Context: an optimization exercise on an open-source flow, tuned for small area, a short achievable clock period and few clock cycles per item. The choices shown serve that exercise and are no tape-out recipe. At most, simulation tests tie the RTL to the original design; equivalence was not proved. No activity file was given, so power comes from the tool's default toggle rates.

// radio_mode_fsm
module radio_mode_fsm #(
    parameter [7:0]  CHANNEL_RESET = 8'h0B,
    parameter [15:0] CCACFG_RESET  = 16'h0000
) (
    input  wire        clk,
    input  wire        rst,             
    input  wire        in_valid,
    output wire        in_ready,
    input  wire        in_kind,         
    input  wire [31:0] in_word,
    input  wire [31:0] in_arg,
    input  wire        in_abortable,    
    input  wire        in_ack_req,      
    input  wire [31:0] pool_handle,
    output wire        pool_take,
    output wire        rsp_valid,
    output wire [31:0] rsp_word,
    output wire        out_valid,
    output wire [31:0] out_w0,
    output wire [31:0] out_w1,
    output wire [1:0]  need,
    output reg  [7:0]  hw_channel,
    output reg  [15:0] hw_cca,
    output wire [7:0]  fault
);
clock: 8.0 ns
lec_check: 0
abc_area: 1
cap_margin: 20
core_margin: 2
core_utilization: 43
place_density: 0.6
setup_slack_margin: 5.0
slew_margin: 20
standard.sh (not shown) runs the stock make flow with config.mk's settings and CLKGATE_MAP_FILE= SYNTH_SCRIPT=/design/flow/synth_recipe.tcl, a recipe that flattens the netlist after the stock synthesis.
==> flow/flow/run.sh <==
#!/bin/bash
# The standard layout (standard.sh), with every port buffered by a
# sky130_fd_sc_hd__buf_1 instead of the cell buffer_ports picks by default,
# and clock tree synthesis without dummy loads.
set -euo pipefail
export BUFFER_PORTS_ARGS="-buffer_cell sky130_fd_sc_hd__buf_1"
export CTS_ARGS="-sink_clustering_enable -repair_clock_nets -buf_list sky130_fd_sc_hd__clkbuf_4 -dont_use_dummy_load"
bash standard.sh > standard.log 2>&1
The starting point completed with no timing, DRC or antenna violations.
Testbench counts at the start, summed over its fixed seeds: cycles 33,341, items 32,000.
Change:
==> flow/flow/run.sh (replaced) <==
#!/bin/bash
# The standard layout (standard.sh), with every port buffered by a
# sky130_fd_sc_hd__buf_1 instead of the cell buffer_ports picks by default.
set -euo pipefail
export BUFFER_PORTS_ARGS="-buffer_cell sky130_fd_sc_hd__buf_1"
bash standard.sh > standard.log 2>&1
Settings changed: CORE_UTILIZATION 43 to 50, CTS_BUF_LIST set to sky130_fd_sc_hd__clkbuf_8, PLACE_DENSITY 0.6 to 0.65.
Result: The new run passed the timing, design-rule and antenna checks; sequential power barely changes; cell area increases by 5.2%; core utilization increases by 12 points; wire length decreases by 1.1%; cell count decreases by 1.5%; synthesized area stays the same; synthesized cell count does not change; clock power increases by 34%.
Change:
Settings changed: CORE_UTILIZATION 50 to 55, CTS_BUF_LIST sky130_fd_sc_hd__clkbuf_8 to sky130_fd_sc_hd__clkbuf_4, PLACE_DENSITY 0.65 to 0.7.
Effect: The changed run produced a clean layout. Cell count went down by 1.7%. Non-clock buffer count went down by 23. Register-to-register slack gets better by 0.10 ns. Via count stays flat. First-iteration DRC count went down by 5.4%. Area after synthesis is unchanged. Count of clock-buffer cells in the layout went up by 49. Sequential share of layout area went up by 2.1 points.
Change:
--- a/flow/flow/run.sh
+++ b/flow/flow/run.sh
@@ -3 +3,2 @@
-# sky130_fd_sc_hd__buf_1 instead of the cell buffer_ports picks by default.
+# sky130_fd_sc_hd__buf_1 instead of the cell buffer_ports picks by default,
+# and clock tree synthesis without dummy loads.
@@ -5,0 +7 @@
+export CTS_ARGS="-sink_clustering_enable -repair_clock_nets -buf_list sky130_fd_sc_hd__clkbuf_4 -dont_use_dummy_load"
Settings changed: CORE_UTILIZATION 55 to 45, CTS_BUF_LIST sky130_fd_sc_hd__clkbuf_4 to not set, PLACE_DENSITY 0.7 to 0.6.
The new run completed without violations.
Clock power decreases by about 20%.
Fmax stays flat.
Synthesized area stays the same.
Cell area increases by 0.58%.
Worst setup slack is about the same.
Flip-flop and latch count is unchanged.
Routed wire length increases by about 5%.
Count of clock-buffer cells in the layout decreases by 26.
Via count decreases by 0.48%.
Hold slack gets worse by 0.022 ns.
Non-clock buffer count increases by 14.
Change:
Settings changed: CORE_UTILIZATION 45 to 50, PLACE_DENSITY 0.6 to 0.65.
Total power shrinks by about 1%.
Global-route usage increases by 1.3 points.
Design area is lower by about 0.8%.
Hold slack improved by 0.023 ns.
Core utilization rises by 5.5 points.
Die area decreases by 9.8%.
Non-clock buffer count shrinks by 10.

* * *

radio_mode_fsm, a different RTL version from the one above (not shown whole).
For scale: ~240 flip-flops, roughly 0.012 mm^2 of cells after synthesis.
Settings: LEC_CHECK=0, ABC_AREA=1, CAP_MARGIN=20, CORE_MARGIN=2, CORE_UTILIZATION=40, PLACE_DENSITY=0.6, SETUP_SLACK_MARGIN=5.0, SLEW_MARGIN=20; clock period 8.0 ns.
==> flow/flow/run.sh <==
#!/bin/bash
# The standard layout (standard.sh), with every port buffered by a
# sky130_fd_sc_hd__buf_1 instead of the cell buffer_ports picks by default.
set -euo pipefail
export BUFFER_PORTS_ARGS="-buffer_cell sky130_fd_sc_hd__buf_1"
bash standard.sh > standard.log 2>&1
Testbench counts at the start, summed over its fixed seeds: cycles 35,005, items 32,000.
Then changed:
ABC_AREA = unset   (was 1)
=> The new run completed with no timing, DRC or antenna violations. Final cell count decreases by 15%. Total power grows by about 6.4%. Setup slack gets worse by 0.39 ns. Synthesized cell count drops by 22%. Wire length grows by 4.3%. First-iteration DRC count is higher by about 18%. Non-clock buffer count increases by 16. Count of clock-buffer cells in the layout decreases by 7.

* * *

== P ==
Another version of the RTL of radio_mode_fsm (not shown whole).
Size: ~0.012 sq mm of cells after synthesis.
==> flow/config.mk <==
export PLATFORM = sky130hd
export DESIGN_NAME = radio_mode_fsm
export DESIGN_NICKNAME = radio_mode_fsm
export VERILOG_FILES = /design/flow/design.v
export SDC_FILE = /design/flow/constraint.sdc
export NUM_CORES = 4
export LEC_CHECK = 0
export CAP_MARGIN = 20
export CORE_MARGIN = 2
export CORE_UTILIZATION = 40
export PLACE_DENSITY = 0.6
export SETUP_SLACK_MARGIN = 5.0
export SLEW_MARGIN = 20
==> flow/constraint.sdc <==
create_clock -name core_clock -period 8.0 [get_ports {clk}]
set_input_delay 1.6000 -clock core_clock [delete_from_list [all_inputs] [get_ports {clk}]]
set_output_delay 1.6000 -clock core_clock [all_outputs]
set_load 0.01 [all_outputs]
Scripts as last shown in full above: flow/flow/run.sh
The flow did not stop early for P: all stages ran, and the layout cleared the timing, design-rule and antenna checks.
The inputs of Q differ from those of P as listed below.
diff --git a/flow/config.mk b/flow/config.mk
--- a/flow/config.mk
+++ b/flow/config.mk
@@ -7,2 +7,3 @@
 export LEC_CHECK = 0
+export ABC_AREA = 1
 export CAP_MARGIN = 20
--- outcome ---
Setup slack: Q more than P
Q closes out successfully: all stages finished, all timing, DRC and antenna checks passed.
Worst hold slack, P and Q: smaller value in P
Sequential share of cell area | Q below P
Cmp Q vs P: global-route usage higher in Q
Number of ordinary inverters in the final layout went up by more than 100% going from P to Q.
Sort P and Q by non-clock buffer count asc -> top: Q
Summary: with P as the reference, routed wire length in Q moved up by a few percent.
No functional check of the RTL was part of any run of this note.

* * *

Another version of the RTL of radio_mode_fsm (not shown whole).
Size: ~1500 cells after synthesis, ~240 flip-flops, ~240 I/O pins, about 12000 sq um of cells after synthesis.
Settings: LEC_CHECK=0, ABC_AREA=1, CAP_MARGIN=20, CORE_MARGIN=2, CORE_UTILIZATION=55, CTS_BUF_LIST=sky130_fd_sc_hd__clkbuf_8, PLACE_DENSITY=0.7, SETUP_SLACK_MARGIN=5.0, SLEW_MARGIN=20; clock period 8.0 ns.
Scripts as last shown in full above: flow/flow/run.sh
Change:
Settings changed: CORE_UTILIZATION 55 to 50, PLACE_DENSITY 0.7 to 0.65.
The changed run went through all stages and came out clean.
Utilization came out lower by 6.8 points.
Power came out higher by a few percent.
Non-clock buffer count is unchanged.
Clock-buffer cell count came out higher by 8.
No run of this note included a check of the RTL's function; only the layout flow was run.

* * *

radio_mode_fsm, a different RTL version from the one above (not shown whole).
For scale: roughly 1400 cells after synthesis, roughly 250 flip-flops, about 240 I/O pins, ~12000 um2 of cells after synthesis.
clock: 8.0 ns
lec_check: 0
abc_area: 1
cap_margin: 20
core_margin: 2
core_utilization: 50
place_density: 0.65
setup_slack_margin: 5.0
slew_margin: 20
==> flow/flow/run.sh <==
#!/bin/bash
# The standard layout (standard.sh), with every port buffered by a
# sky130_fd_sc_hd__buf_1 instead of the cell buffer_ports picks by default,
# and clock tree synthesis without dummy loads.
set -euo pipefail
export BUFFER_PORTS_ARGS="-buffer_cell sky130_fd_sc_hd__buf_1"
export CTS_ARGS="-sink_clustering_enable -repair_clock_nets -buf_list sky130_fd_sc_hd__clkbuf_4 -dont_use_dummy_load"
bash standard.sh > standard.log 2>&1
The first run went through all stages and came out clean.
Rerun with:
CORE_UTILIZATION = 45   (was 50)
CTS_BUF_LIST = sky130_fd_sc_hd__clkbuf_4   (was not set)
PLACE_DENSITY = 0.62   (was 0.65)
Effect: Flip-flop and latch count is unchanged; first-iteration DRC count came out lower by about 20%; area after synthesis stays the same; global-route usage came out lower by 2.1 points; via count came out lower by 0.59%; hold slack loses 0.0091 ns; cell area came out lower by about 1.4%; non-clock buffer count came out lower by 8.
Function was not checked in any run of this note: the RTL went through the layout flow alone.

* * *

radio_mode_fsm with an RTL version that a note above also has.
For scale: ~1500 cells after synthesis, roughly 250 flip-flops, ~240 I/O pins.
Settings: LEC_CHECK=0, ABC_AREA=1, CAP_MARGIN=20, CORE_MARGIN=2, CORE_UTILIZATION=45, CTS_BUF_LIST=sky130_fd_sc_hd__clkbuf_4, PLACE_DENSITY=0.55, SETUP_SLACK_MARGIN=5.0, SLEW_MARGIN=20; clock period 8.0 ns.
==> flow/flow/run.sh <==
#!/bin/bash
# The standard layout (standard.sh), with every port buffered by a
# sky130_fd_sc_hd__buf_1 instead of the cell buffer_ports picks by default.
set -euo pipefail
export BUFFER_PORTS_ARGS="-buffer_cell sky130_fd_sc_hd__buf_1"
bash standard.sh > standard.log 2>&1
Testbench counts at the start, summed over its fixed seeds: cycles 33,341, items 32,000.
==> next run, changes <==
--- a/flow/config.mk
+++ b/flow/config.mk
@@ -12,3 +12,3 @@
 export CTS_BUF_LIST = sky130_fd_sc_hd__clkbuf_4
-export PLACE_DENSITY = 0.55
+export PLACE_DENSITY = 0.7
 export SETUP_SLACK_MARGIN = 5.0
Outcome: The new run completed with no timing, DRC or antenna violations. Final area shrinks by 2.4%. Core utilization goes down by 1.4 points. Hold slack degrades by 0.024 ns.
==> next run, changes <==
--- a/flow/config.mk
+++ b/flow/config.mk
@@ -12,3 +12,3 @@
 export CTS_BUF_LIST = sky130_fd_sc_hd__clkbuf_4
-export PLACE_DENSITY = 0.7
+export PLACE_DENSITY = 0.62
 export SETUP_SLACK_MARGIN = 5.0
Core utilization went down by 0.14 points.
Worst setup slack improves by 0.048 ns.
Fmax went up by 1.6%.
Power went up by 1.2%.
Die area stays the same.
Via count went down by 1.5%.
Global-route usage went up by 0.43 points.
Design area barely changes.
First-iteration DRC count went down by 29%.
Clock-buffer cell count went up by 7.

afterwards: timing with drivers on the ports:
How much do the figures lean on ideal ports? The routed layouts below were timed once more, with nothing changed but the port constraints. Step 1: set_driving_cell puts a clkbuf_16 on clk and a buf_2 on each other input, an assumption about the parent block. Step 2 also shifts input and output timing later by t, the mid clock arrival at the registers, as if the neighbouring blocks saw the same clock. Slacks: ideal ports / drivers / drivers and shift; pairs: ideal ports / drivers.
run	t (ns)	slack for setup (ns)	worst setup path at the end
the first run of note 1	0.693	4.979 / 4.967 / 4.274	input to register
the second run of note 1	0.587	4.931 / 4.911 / 4.324	input to register
the third run of note 1	0.716	4.924 / 4.935 / 4.220	input to register
the fourth run of note 1	0.663	4.923 / 4.923 / 4.260	input to register
the fifth run of note 1	0.690	5.010 / 4.982 / 4.308	input to register
the first run of note 2	0.577	4.728 / 4.720 / 4.144	input to register
the second run of note 2	0.575	4.341 / 4.340 / 3.764	input to register
P	0.575	4.280 / 4.277 / 3.703	input to register
Q	0.585	4.846 / 4.836 / 4.252	input to register
the first run of note 4	0.579	4.873 / 4.838 / 4.258	input to register
the second run of note 4	0.590	4.799 / 4.781 / 4.191	input to register
the first run of note 5	0.691	4.965 / 4.960 / 4.269	input to register
the second run of note 5	0.680	4.996 / 4.969 / 4.289	input to register
the first run of note 6	0.690	4.912 / 4.892 / 4.202	input to register
the second run of note 6	0.711	4.967 / 4.983 / 4.272	input to register
the third run of note 6	0.718	5.015 / 4.970 / 4.313	input to register
After both steps every run listed still meets setup and hold. The setup slack of the first run of note 6, which loses most, moves by -0.020 ns with the drivers and by -0.710 ns with both steps.
